Background: an optimization exercise with open tools, aiming at a short achievable clock period and few clock cycles. Do not read the settings as production practice. Only simulation tests tie the RTL to the original design; equivalence was not proved.

### flow/design.v
module egbc #(
    parameter integer WBUF_CAP = 4096         
) (
    input  wire        clk,
    input  wire        rst,                   
    input  wire        cmd_valid,
    output wire        cmd_ready,
    input  wire [31:0] cmd_word,
    input  wire [31:0] cmd_arg0,
    input  wire [31:0] cmd_arg1,
    output reg         rsp_valid,
    output reg  [7:0]  rsp_status,
    output reg  [31:0] rsp_result,
    output reg  [31:0] diag_count,
    output reg         wb_valid,
    output reg  [7:0]  wb_data,
    output wire        mem_rd,
    output wire [19:0] mem_addr,
    input  wire [7:0]  mem_rdata
);
    localparam integer QW = 128;              
    localparam integer AW = 128;              
    localparam integer CD = 8;                
    localparam integer RD = 16;               
    localparam [7:0] ST_OK          = 8'h00;
    localparam [7:0] ST_SKIP_NOP    = 8'h01;
    localparam [7:0] ST_UE_GUARD    = 8'h02;
    localparam [7:0] ST_ERR_ILLEGAL = 8'h10;
    localparam [7:0] ST_ERR_WIDTH   = 8'h11;
    localparam [7:0] ST_ERR_UERANGE = 8'h12;
    localparam [7:0] ST_ERR_NOMEM   = 8'h13;
    localparam [7:0] ST_ERR_OVERRUN = 8'h14;
    localparam [7:0] ST_ERR_RANGE   = 8'h15;
    localparam integer K_WINIT = 0;           
    localparam integer K_PUT   = 1;
    localparam integer K_UE    = 2;           
    localparam integer K_SE    = 3;           
    localparam integer K_AL    = 4;
    localparam integer K_TELL  = 5;
    localparam integer K_RI    = 6;
    localparam integer K_GET   = 7;
    localparam integer K_RUE   = 8;
    localparam integer K_RSE   = 9;
    localparam integer K_SK    = 10;
    localparam integer K_CNT   = 11;
    localparam integer K_LEFT  = 12;
    localparam integer NK      = 13;
    reg        rdy;
    reg [3:0]  ccnt;                          
    reg        i_v;
    reg [31:0] i_w, i_a0, i_a1;
    assign cmd_ready = rdy;
    wire acc = cmd_valid & rdy;
    always @(posedge clk) begin
        i_w  <= cmd_word;
        i_a0 <= cmd_arg0;
        i_a1 <= cmd_arg1;
    end
    wire [7:0] op   = i_w[31:24];
    wire       nz_n = |i_w[23:0];
    wire       nz_w = |i_w[23:6];
    wire [5:0] fw   = i_w[5:0];
    reg [NK-1:0] k1;
    reg          ill1;
    always @(*) begin
        k1 = {NK{1'b0}};
        ill1 = 1'b0;
        case (op)
            8'h01, 8'h08: k1[K_WINIT] = 1'b1;
            8'h02:        k1[K_PUT]   = 1'b1;
            8'h03:        k1[K_UE]    = 1'b1;
            8'h04:        k1[K_SE]    = 1'b1;
            8'h05:        k1[K_AL]    = 1'b1;
            8'h06:        k1[K_TELL]  = 1'b1;
            8'h10:        k1[K_RI]    = 1'b1;
            8'h11:        k1[K_GET]   = 1'b1;
            8'h12:        k1[K_RUE]   = 1'b1;
            8'h13:        k1[K_RSE]   = 1'b1;
            8'h14:        k1[K_SK]    = 1'b1;
            8'h15:        k1[K_CNT]   = 1'b1;
            8'h16:        k1[K_LEFT]  = 1'b1;
            default:      ill1 = 1'b1;
        endcase
        if ((k1[K_PUT] | k1[K_GET]) ? nz_w : nz_n) ill1 = 1'b1;
        if (ill1) k1 = {NK{1'b0}};
    end
    wire [31:0] a0p1  = i_a0 + 32'd1;
    wire [31:0] a0neg = (~i_a0) + 32'd1;
    wire        se_pos = !i_a0[31] && (i_a0 != 32'd0);
    wire [31:0] vp1   = k1[K_SE] ? (se_pos ? {i_a0[30:0], 1'b0} : {a0neg[30:0], 1'b1})
                                 : a0p1;
    wire        ue_bad = k1[K_SE] ? (i_a0 == 32'h8000_0000) : (i_a0 == 32'hFFFF_FFFF);
    wire [31:0] pmask  = fw[5] ? 32'hFFFF_FFFF : ~(32'hFFFF_FFFF << fw[4:0]);
    wire        w_big  = (fw > 6'd32);
    reg              p1_v;
    reg [NK-1:0]     p1_k;
    reg              p1_ill, p1_wbig, p1_uebad;
    reg [5:0]        p1_fw;
    reg [31:0]       p1_val;                  
    reg [31:0]       p1_a0, p1_a1;
    reg [29:0]       p1_c8;                   
    always @(posedge clk) begin
        p1_k     <= k1;
        p1_ill   <= ill1;
        p1_wbig  <= w_big;
        p1_uebad <= ue_bad;
        p1_fw    <= fw;
        p1_val   <= (k1[K_UE] | k1[K_SE]) ? vp1 : (i_a0 & pmask);
        p1_a0    <= i_a0;
        p1_a1    <= i_a1;
        p1_c8    <= ({1'b0, i_a1[31:3]} + {29'd0, |i_a1[2:0]});
    end
    reg [4:0] lg;                             
    integer li;
    always @(*) begin
        lg = 5'd0;
        for (li = 0; li < 32; li = li + 1)
            if (p1_val[li]) lg = li[4:0];
    end
    wire        p1_code = p1_k[K_UE] | p1_k[K_SE];
    wire [5:0]  n2 = p1_code ? {lg, 1'b1} : (p1_k[K_PUT] ? p1_fw : 6'd0);
    wire [33:0] ri_end = {2'b0, p1_a0} + {4'b0, p1_c8};
    wire        ri_bad = (ri_end > 34'h10_0000);
    reg        perr2;
    reg [7:0]  pst2;
    always @(*) begin
        perr2 = 1'b1;
        pst2  = ST_OK;
        if (p1_ill)                                         pst2 = ST_ERR_ILLEGAL;
        else if ((p1_k[K_PUT] | p1_k[K_GET]) && p1_wbig)    pst2 = ST_ERR_WIDTH;
        else if (p1_code && p1_uebad)                       pst2 = ST_ERR_UERANGE;
        else if (p1_k[K_RI] && ri_bad)                      pst2 = ST_ERR_RANGE;
        else                                                perr2 = 1'b0;
    end
    reg              p2_v;
    reg [NK-1:0]     p2_k;
    reg              p2_perr;
    reg [7:0]        p2_st;
    reg [5:0]        p2_n, p2_fw;
    reg [31:0]       p2_val, p2_a0;
    reg [23:0]       p2_a1;
    always @(posedge clk) begin
        p2_k    <= p1_k;
        p2_perr <= perr2;
        p2_st   <= pst2;
        p2_n    <= n2;
        p2_fw   <= p1_fw;
        p2_val  <= p1_val;
        p2_a0   <= p1_a0;
        p2_a1   <= p1_a1[23:0];
    end
    wire [6:0]  sh3 = 7'd64 - {1'b0, p2_n};
    wire [63:0] wv3 = {32'd0, p2_val} << sh3;
    wire        wcls3 = p2_k[K_PUT] | p2_k[K_UE] | p2_k[K_SE] | p2_k[K_AL];
    reg              p3_v;
    reg [NK-1:0]     p3_k;
    reg              p3_perr;
    reg [7:0]        p3_st;
    reg [5:0]        p3_n, p3_fw;
    reg [63:0]       p3_d;                    
    reg              p3_skbig, p3_sk64;
    always @(posedge clk) begin
        p3_k     <= p2_k;
        p3_perr  <= p2_perr;
        p3_st    <= p2_st;
        p3_n     <= p2_n;
        p3_fw    <= p2_fw;
        p3_d     <= wcls3 ? wv3 : {p2_a0, 8'd0, p2_a1};
        p3_skbig <= |p2_a0[31:24];
        p3_sk64  <= (p2_a0[31:7] == 25'd0) && (p2_a0[6:0] <= 7'd64);
    end
    localparam integer EW = NK + 1 + 8 + 6 + 6 + 64 + 2;
    wire [EW-1:0] p3_e = {p3_k, p3_perr, p3_st, p3_n, p3_fw, p3_d, p3_skbig, p3_sk64};
    reg [EW-1:0] cq [0:CD-1];
    reg [3:0]    cqn;
    wire [EW-1:0] h = cq[0];
    wire          hv = (cqn != 4'd0);
    wire [NK-1:0] hk;
    wire          h_perr;
    wire [7:0]    h_st;
    wire [5:0]    h_n, h_fw;
    wire [63:0]   h_d;
    wire          h_skbig, h_sk64;
    assign {hk, h_perr, h_st, h_n, h_fw, h_d, h_skbig, h_sk64} = h;
    wire [31:0]   h_a0 = h_d[63:32];
    wire [23:0]   h_a1 = h_d[23:0];
    reg [AW-1:0]  wacc;                       
    reg [7:0]     wq;                         
    reg [12:0]    wcnt;                       
    reg [12:0]    room;                       
    reg [7:0]     cb;                         
    reg [7:0]     eb;                         
    wire [2:0]  pb    = wq[2:0];
    wire        w_app = hk[K_PUT] | hk[K_UE] | hk[K_SE];
    wire        w_cls = w_app | hk[K_AL];
    wire [5:0]  nn    = hk[K_AL] ? {3'd0, 3'd0 - pb} : h_n;
    wire [6:0]  s7    = {4'd0, pb} + {1'b0, nn};
    wire [3:0]  kb    = s7[6:3];
    wire        room_big = |room[12:3];
    wire        fits  = room_big | (kb <= room[3:0]);
    wire        w_stall = w_cls & (wq > 8'd64);
    wire        emit  = |wq[7:3];
    reg [QW-1:0]  rq;                         
    reg [7:0]     qcnt;                       
    reg [23:0]    rleft;                      
    reg [23:0]    rbits;
    reg [23:0]    cpos;                       
    reg [2:0]     drop;                       
    reg           frd;                        
    reg [19:0]    fadr;                       
    reg [19:0]    fnext;                      
    reg           fd;                         
    reg           r1_v;                       
    reg [7:0]     rbyte;
    assign mem_rd   = frd;
    assign mem_addr = fadr;
    wire        rl_big = |rleft[23:7];
    wire [6:0]  rl7    = rl_big ? 7'd127 : rleft[6:0];
    wire [7:0]  qa     = qcnt;
    wire        g_cls  = hk[K_GET] & !h_perr;
    wire        g_ovr  = ({1'b0, h_fw} > rl7);
    wire        g_stall = g_cls & !g_ovr & ({2'b0, h_fw} > qa);
    wire        u_cls  = hk[K_RUE] | hk[K_RSE];
    wire        u_stall = u_cls & (qa < 8'd65) & (qa < {1'b0, rl7});
    wire [31:0] top32  = rq[QW-1:QW-32];
    wire        zero32 = (top32 == 32'd0);
    reg  [4:0]  zc;
    integer zi;
    always @(*) begin
        zc = 5'd0;
        for (zi = 0; zi < 32; zi = zi + 1)
            if (top32[zi]) zc = 5'd31 - zi[4:0];
    end
    wire [6:0]  c_ue   = zero32 ? 7'd32 : {1'b0, zc, 1'b1};
    wire        ue_ovr = zero32 ? (rl7 < 7'd32) : (c_ue > rl7);
    wire        sk_ok  = !h_skbig && (h_a0[23:0] <= rleft);
    wire        sk_inq = sk_ok & h_sk64 & ({1'b0, h_a0[6:0]} <= qa);
    reg [4:0]   rcred;                        
    wire        rf_full = (rcred >= RD);
    wire        stall   = rf_full | w_stall | g_stall | u_stall;
    wire        go      = hv & !stall;
    wire        do_w    = go & w_cls & !h_perr & fits;
    wire        do_init = go & hk[K_WINIT];
    wire        do_ri   = go & hk[K_RI] & !h_perr;
    wire        do_get  = go & g_cls & !g_ovr;
    wire        do_ue   = go & u_cls & !ue_ovr;
    wire        do_skq  = go & hk[K_SK] & sk_inq;
    wire        do_skf  = go & hk[K_SK] & sk_ok & !sk_inq;
    wire        flush   = do_ri | do_skf;
    reg [7:0]   st;
    always @(*) begin
        if (h_perr)                     st = h_st;
        else if (w_cls & !fits)         st = ST_ERR_NOMEM;
        else if (hk[K_GET] & g_ovr)     st = ST_ERR_OVERRUN;
        else if (u_cls)                 st = ue_ovr ? ST_ERR_OVERRUN :
                                                 (zero32 ? ST_UE_GUARD : ST_OK);
        else if (hk[K_SK] & !sk_ok)     st = ST_SKIP_NOP;
        else                            st = ST_OK;
    end
    wire [7:0]    ins_b   = rbyte << drop;
    wire [3:0]    ins_n   = r1_v ? (4'd8 - {1'b0, drop}) : 4'd0;
    wire [QW-1:0] ins     = r1_v ? ({ins_b, {(QW-8){1'b0}}} >> qcnt) : {QW{1'b0}};
    wire [QW-1:0] rqi     = rq | ins;
    wire [7:0]    qci     = qcnt + {4'd0, ins_n};
    wire [6:0]    c_o     = hk[K_GET] ? {1'b0, h_fw} : h_a0[6:0];
    wire [23:0]   c_o24   = hk[K_GET] ? {18'd0, h_fw} : h_a0[23:0];
    wire [QW-1:0] rq_ue   = rqi << c_ue;
    wire [QW-1:0] rq_o    = rqi << c_o;
    wire [23:0]   rl_ue   = rleft - {17'd0, c_ue};
    wire [23:0]   rl_o    = rleft - c_o24;
    wire [23:0]   cp_ue   = cpos + {17'd0, c_ue};
    wire [23:0]   cp_o    = cpos + c_o24;
    wire [7:0]    fbud    = qcnt + {1'b0, r1_v, 3'd0} + {1'b0, fd, 3'd0} + {1'b0, frd, 3'd0};
    wire          f_issue = (fbud <= QW - 8);
    wire [7:0]    wq8     = {wq[7:3], 3'd0};
    wire [AW-1:0] keep    = ~({AW{1'b1}} >> wq8);
    wire [AW-1:0] wins    = do_w ? ({h_d, {(AW-64){1'b0}}} >> wq) : {AW{1'b0}};
    wire [AW-1:0] wacc1   = (do_init ? (wacc & keep) : wacc) | wins;
    reg        x_v;
    reg [7:0]  x_st;
    reg [1:0]  x_kind;                        
    reg [31:0] x_raw;
    reg [64:0] x_win;
    reg [5:0]  x_z;
    reg [7:0]  x_tgt;
    reg [1:0]  kind_e;
    reg [31:0] raw_e;
    always @(*) begin
        kind_e = 2'd0;
        raw_e  = 32'd0;
        if (!h_perr) begin
            if (hk[K_TELL]) raw_e = {16'd0, wcnt, pb};
            if (hk[K_CNT])  raw_e = {8'd0, rbits - rleft};
            if (hk[K_LEFT]) raw_e = {8'd0, rleft};
            if (g_cls & !g_ovr) kind_e = 2'd1;
            if (u_cls & !ue_ovr & !zero32) kind_e = hk[K_RSE] ? 2'd3 : 2'd2;
        end
    end
    reg        y_v;
    reg [7:0]  y_st;
    reg [1:0]  y_kind;
    reg [31:0] y_res;
    reg [32:0] y_norm;
    reg [5:0]  y_z;
    reg [7:0]  y_tgt;
    wire [64:0] x_sh = x_win << x_z[4:0];
    wire [31:0] x_fld = x_win[64:33] >> (6'd32 - x_z);
    reg        z_v;
    reg [7:0]  z_st;
    reg [1:0]  z_kind;
    reg [31:0] z_res;
    reg [7:0]  z_tgt;
    wire [32:0] y_v1 = y_norm >> (6'd32 - y_z);
    wire [31:0] z_half = {1'b0, z_res[31:1]};
    wire [31:0] z_fin  = (z_kind == 2'd2) ? (z_res - 32'd1) :
                         (z_kind == 2'd3) ? (z_res[0] ? (32'd0 - z_half) : z_half) :
                         z_res;
    reg        w3_v;
    reg [7:0]  w3_st;
    reg [31:0] w3_res;
    reg [7:0]  w3_tgt;
    localparam integer FW = 8 + 32 + 8;
    reg [FW-1:0] rf [0:RD-1];
    reg [4:0]    rfn;
    wire [7:0]   eb_n   = eb + {7'd0, emit};
    wire [7:0]   f_st   = rf[0][FW-1:FW-8];
    wire [31:0]  f_res  = rf[0][39:8];
    wire [7:0]   f_tgt  = rf[0][7:0];
    wire [7:0]   f_gap  = eb_n - f_tgt;
    wire         pop    = (rfn != 5'd0) && !f_gap[7];
    integer qi;
    always @(posedge clk) begin
        if (rst) begin
            rdy   <= 1'b1;
            ccnt  <= 4'd0;
            i_v   <= 1'b0;
            p1_v  <= 1'b0;
            p2_v  <= 1'b0;
            p3_v  <= 1'b0;
            cqn   <= 4'd0;
            wacc  <= {AW{1'b0}};
            wq    <= 8'd0;
            wcnt  <= 13'd0;
            room  <= WBUF_CAP;
            cb    <= 8'd0;
            eb    <= 8'd0;
            rq    <= {QW{1'b0}};
            qcnt  <= 8'd0;
            rleft <= 24'd0;
            rbits <= 24'd0;
            cpos  <= 24'd0;
            drop  <= 3'd0;
            frd   <= 1'b0;
            fadr  <= 20'd0;
            fnext <= 20'd0;
            fd    <= 1'b0;
            r1_v  <= 1'b0;
            rcred <= 5'd0;
            x_v   <= 1'b0;
            y_v   <= 1'b0;
            z_v   <= 1'b0;
            w3_v  <= 1'b0;
            rfn   <= 5'd0;
            rsp_valid  <= 1'b0;
            diag_count <= 32'd0;
            wb_valid   <= 1'b0;
        end else begin
            i_v  <= acc;
            p1_v <= i_v;
            p2_v <= p1_v;
            p3_v <= p2_v;
            ccnt <= ccnt + {3'd0, acc} - {3'd0, go};
            rdy  <= (ccnt + {3'd0, acc} - {3'd0, go}) < CD;
            for (qi = 0; qi < CD; qi = qi + 1) begin
                if (p3_v && ({28'd0, cqn} - {31'd0, go}) == qi)
                    cq[qi] <= p3_e;
                else if (go && qi < CD - 1)
                    cq[qi] <= cq[qi + 1];
            end
            cqn <= cqn + {3'd0, p3_v} - {3'd0, go};
            wacc <= emit ? (wacc1 << 8) : wacc1;
            wq   <= (do_init ? wq8 : wq) + (do_w ? {2'd0, nn} : 8'd0) - (emit ? 8'd8 : 8'd0);
            if (do_init) begin
                wcnt <= 13'd0;
                room <= WBUF_CAP;
            end else if (do_w) begin
                wcnt <= wcnt + {9'd0, kb};
                room <= room - {9'd0, kb};
            end
            if (do_w) cb <= cb + {4'd0, kb};
            eb <= eb_n;
            wb_valid <= emit;
            wb_data  <= wacc[AW-1:AW-8];
            if (flush) begin
                rq   <= {QW{1'b0}};
                qcnt <= 8'd0;
            end else if (do_ue) begin
                rq   <= rq_ue;
                qcnt <= qci - {1'b0, c_ue};
            end else if (do_get | do_skq) begin
                rq   <= rq_o;
                qcnt <= qci - {1'b0, c_o};
            end else begin
                rq   <= rqi;
                qcnt <= qci;
            end
            if (do_ri) begin
                rleft <= h_a1;
                rbits <= h_a1;
                cpos  <= {h_a0[20:0], 3'd0};
            end else if (do_ue) begin
                rleft <= rl_ue;
                cpos  <= cp_ue;
            end else if (do_get | do_skq | do_skf) begin
                rleft <= rl_o;
                cpos  <= cp_o;
            end
            rbyte <= mem_rdata;
            r1_v  <= fd & !flush;
            fd    <= frd & !flush;
            if (flush) begin
                frd   <= 1'b1;
                fadr  <= do_ri ? h_a0[19:0] : cp_o[22:3];
                fnext <= (do_ri ? h_a0[19:0] : cp_o[22:3]) + 20'd1;
                drop  <= do_ri ? 3'd0 : cp_o[2:0];
            end else begin
                frd <= f_issue;
                if (f_issue) begin
                    fadr  <= fnext;
                    fnext <= fnext + 20'd1;
                end
                if (r1_v) drop <= 3'd0;
            end
            x_v    <= go;
            x_st   <= st;
            x_kind <= kind_e;
            x_raw  <= raw_e;
            x_win  <= rq[QW-1:QW-65];
            x_z    <= hk[K_GET] ? h_fw : {1'b0, zc};
            x_tgt  <= do_w ? cb + {4'd0, kb} : cb;
            y_v    <= x_v;
            y_st   <= x_st;
            y_kind <= x_kind;
            y_res  <= (x_kind == 2'd1) ? x_fld : x_raw;
            y_norm <= x_sh[64:32];
            y_z    <= x_z;
            y_tgt  <= x_tgt;
            z_v    <= y_v;
            z_st   <= y_st;
            z_kind <= y_kind;
            z_res  <= y_kind[1] ? y_v1[31:0] : y_res;
            z_tgt  <= y_tgt;
            w3_v   <= z_v;
            w3_st  <= z_st;
            w3_res <= z_fin;
            w3_tgt <= z_tgt;
            for (qi = 0; qi < RD; qi = qi + 1) begin
                if (w3_v && ({27'd0, rfn} - {31'd0, pop}) == qi)
                    rf[qi] <= {w3_st, w3_res, w3_tgt};
                else if (pop && qi < RD - 1)
                    rf[qi] <= rf[qi + 1];
            end
            rfn   <= rfn + {4'd0, w3_v} - {4'd0, pop};
            rcred <= rcred + {4'd0, go} - {4'd0, pop};
            rsp_valid  <= pop;
            rsp_status <= f_st;
            rsp_result <= f_res;
            if (pop && f_st[4])
                diag_count <= diag_count + 32'd1;
        end
    end
endmodule
### flow/run.sh
#!/bin/bash
# synth_recipe.tcl (not shown) runs the flow's synth.tcl, then flattens the netlist and writes it again
# the make line also repeats each setting of config.mk as NAME=value (left out here)
make -C /OpenROAD-flow-scripts/flow DESIGN_CONFIG=/design/flow/config.mk WORK_HOME=/design/flow/orfs CLKGATE_MAP_FILE= SYNTH_SCRIPT=/design/flow/synth_recipe.tcl finish
### flow/config.mk
export PLATFORM = sky130hd
export DESIGN_NAME = egbc
export DESIGN_NICKNAME = egbc
export VERILOG_FILES = /design/flow/design.v
export SDC_FILE = /design/flow/constraint.sdc
export NUM_CORES = 4
export LEC_CHECK = 0
export CAP_MARGIN = 20
export CORE_MARGIN = 2
export CORE_UTILIZATION = 40
export PLACE_DENSITY = 0.6
export SLEW_MARGIN = 20
### flow/constraint.sdc
create_clock -name core_clock -period 12.0 [get_ports {clk}]
set_input_delay 2.4000 -clock core_clock [delete_from_list [all_inputs] [get_ports {clk}]]
set_output_delay 2.4000 -clock core_clock [all_outputs]
set_load 0.01 [all_outputs]
==> run summary <==
-- cell families (layout without fill, tap and decap cells) --
family,count (synthesis),after routing,share of synthesized area [%]
adders and majority gates,279,279,2.42
AOI/OAI and AO/OA,3273,3273,14.8
other,1,22,0.00250
DFF,2748,2748,48.8
buffers and inverters,1225,1437,3.13
xor gates and xnor gates,328,328,1.92
and+or+nand+nor,3919,3919,11.5
muxes,2277,2277,17.5
-- placed cells by master (no fill, tap or decap), drive strengths merged, types with 197 or more instances in the layout --
cell / instances
o21ai: 648
clkdlybuf4s50: 205
xnor2: 197
nand3: 220
a211oi: 319
mux2i: 690
buf: 451
nand2: 1463
ha: 261
dfxtp: 949
a21oi: 774
mux2: 1464
inv: 230
nor3: 305
clkbuf: 386
nor2: 1300
edfxtp: 1799
-- registers in the layout, summed over array words and instances, names as in the netlist, 33 cells and up, named ones only --
register  count
cq          760
rf          704
rq          128
wacc        128
p3_d         64
x_win        64
y_norm       33
-- metal layers --
metal | up-vias | part of all wire, %
met5 | - | 0.028
met4 | 26 | 7.2
met3 | 1584 | 8.7
met2 | 6230 | 43
met1 | 59000 | 41
li1 | 52800 | -
-- area by class of cell --
cell class / count / area, um^2
inverters: 219 / 843
multi-input cells: 10100 / 73000
well taps: 4972 / 6220
clock buffers: 385 / 8240
repair buffers: 657 / 5690
diodes: 18 / 45.0
clock inverters: 176 / 1710
fillers: 34800 / 204000
flip-flops and latches: 2748 / 73000
-- path summary, 6_finish.rpt --
kind / from / end
setup / recovery: wq[1] / rleft[21]
hold / removal: p1_val[0] / p2_val[0]
setup reg to reg: wq[1] / rleft[21]
hold reg to reg: p1_val[0] / p2_val[0]
==> flow_metrics.env <==
export IMPL_pre_cts_slack_ps=3430
export IMPL_rsz0062_at_grt="false"
export IMPL_setup_viol=0
export IMPL_tns_ps=0
export IMPL_reg2reg_setup_slack_ps=3280
export IMPL_antenna_found_initial=46
export IMPL_htreeDepth=5
export IMPL_die_x_um=616
export IMPL_period_share_pct=72.7
export IMPL_cts_inserted_buffers=309
export IMPL_routed_wl_um=618000
export IMPL_synth_edf_count=1799
export IMPL_rows=224
export IMPL_clock_fmax_ghz=0.115
export IMPL_final_area_um2=169000
export IMPL_worstSetupPathDepth=28
export IMPL_synthTopCellsByArea="edfxtp_1, dfxtp_1, mux2_2, mux2i_1, nand2_1"
export IMPL_period_needed_ps=8720
export IMPL_slew_headroom_pct=13.1
export IMPL_gr_usage_met1_pct=42.1
export IMPL_vias=120000
export IMPL_drive_gt1_share_pct=19.7
export IMPL_path_delay_family="compound AO/OA/AOI/OAI gates"
export IMPL_critPathMaxStageDelay_ps=910
export IMPL_clk_latency_ps=960
export IMPL_grt_met2_usage_pct=46.8
export IMPL_path_max_fanout=43
export IMPL_grt_use_met3_pct=6.58
export IMPL_clkTransAtPathRegs_ps=80
export IMPL_hpwl_um=458000
export IMPL_synth_warnings=3
export IMPL_design_die_area_um2=379000
export IMPL_ys_async_sr_fraction_pct=0
export IMPL_antenna_left=0
export IMPL_yosysSeqAreaShare_pct=48.8
export IMPL_synth_top_cell_area_share_pct=36.1
export IMPL_synth_most_common_cell="edfxtp_1"
export IMPL_syn_mean_instance_area_um2=10.7
export IMPL_top_usage_layer="met2"
export IMPL_crit_type="reg2reg"
export IMPL_cts_sinks=2748
export IMPL_cp_start_kind="flop"
export IMPL_min_delay_path_depth=0
export IMPL_clockBufferDepth=4
export IMPL_grt_overflow=0
export IMPL_cts_tree="yes"
export IMPL_worstMarginPinSlew_ps=1300
export IMPL_syn_to_final_growth_pct=12.8
export IMPL_yosysUniqueCellTypes=122
export IMPL_grt_pass1_vias=112000
export IMPL_start_util_pct=40.2
export IMPL_fin_nets=14400
export IMPL_synthFlopType="edfxtp_1"
export IMPL_r2r_cells=28
export IMPL_placed_cell_area_um2=159000
export IMPL_dp_cells=18700
export IMPL_maxCapViolCount=0
export IMPL_crit_required_ps=12770
export IMPL_yosys_area_top_type="edfxtp_1"
export IMPL_path_buf_inv=4
export IMPL_via_per_inst=6.21
export IMPL_hold_viol_final=0
export IMPL_drv_slew=0
export IMPL_ctsHoldBuffers=0
export IMPL_ios=211
export IMPL_grtUsageTotal_pct=31.5
export IMPL_coreArea_um2=372000
export IMPL_portBuffers=206
export IMPL_grt_max_degree=119
export IMPL_gp_congestion=1.05
export IMPL_status="no timing/DRC/antenna violations"
export IMPL_syn_inst=14100
export IMPL_final_instance_count_excl_fill=19300
export IMPL_netlist_top_cells_count="edfxtp_1, nand2_1, mux2_2"
export IMPL_path_common_cell="a21oi_1"
export IMPL_skew_ps=91.2
export IMPL_cts_setup_buffers=0
export IMPL_netlist_area_um2=150000
export IMPL_cts_root_buffer="clkbuf_16"
export IMPL_timing_final_ws_setup_ps=3280
export IMPL_cts_resized=0
export IMPL_drtIter0Drc=15100
export IMPL_end_kind="flop"
export IMPL_drcViolationCount=0
export IMPL_fin_util_pct=45.3
export IMPL_wl_per_cell_um=32.1
export IMPL_worstPathArrival_ps=9490
export IMPL_drt_pass1_iter_count=9
export IMPL_cp_slowest_cell="a311oi_1"
export IMPL_grt_pass1_wl_um=867000
export IMPL_ys_ff_latch=2748
export IMPL_die_h_um=616
export IMPL_hold_path_class="reg2reg"
export IMPL_hold_slack_ps=318
Testbench counts, summed over its fixed seeds: cycles 5,659.

-- separate check: timing with driven ports --
Ports are ideal in the flow. The routed layout listed here was re-timed in OpenROAD. Step 1 assumes that a clkbuf_16 drives the clock port and a buf_2 every other input. Step 2 also shifts input and output timing later by t, the mid clock arrival at the registers, as if the neighbouring blocks saw the same clock. Slacks: ideal / step 1 / step 2; pairs: ideal / step 1.
t, ns: 1.025
setup WS [ns]: 3.278 / 3.278 / 3.278
worst slew at a driven data input, ns: 0.08
After both steps this run still meets setup and hold. The setup slack of this run moves by 0.000 ns with the drivers and by 0.000 ns with both steps.
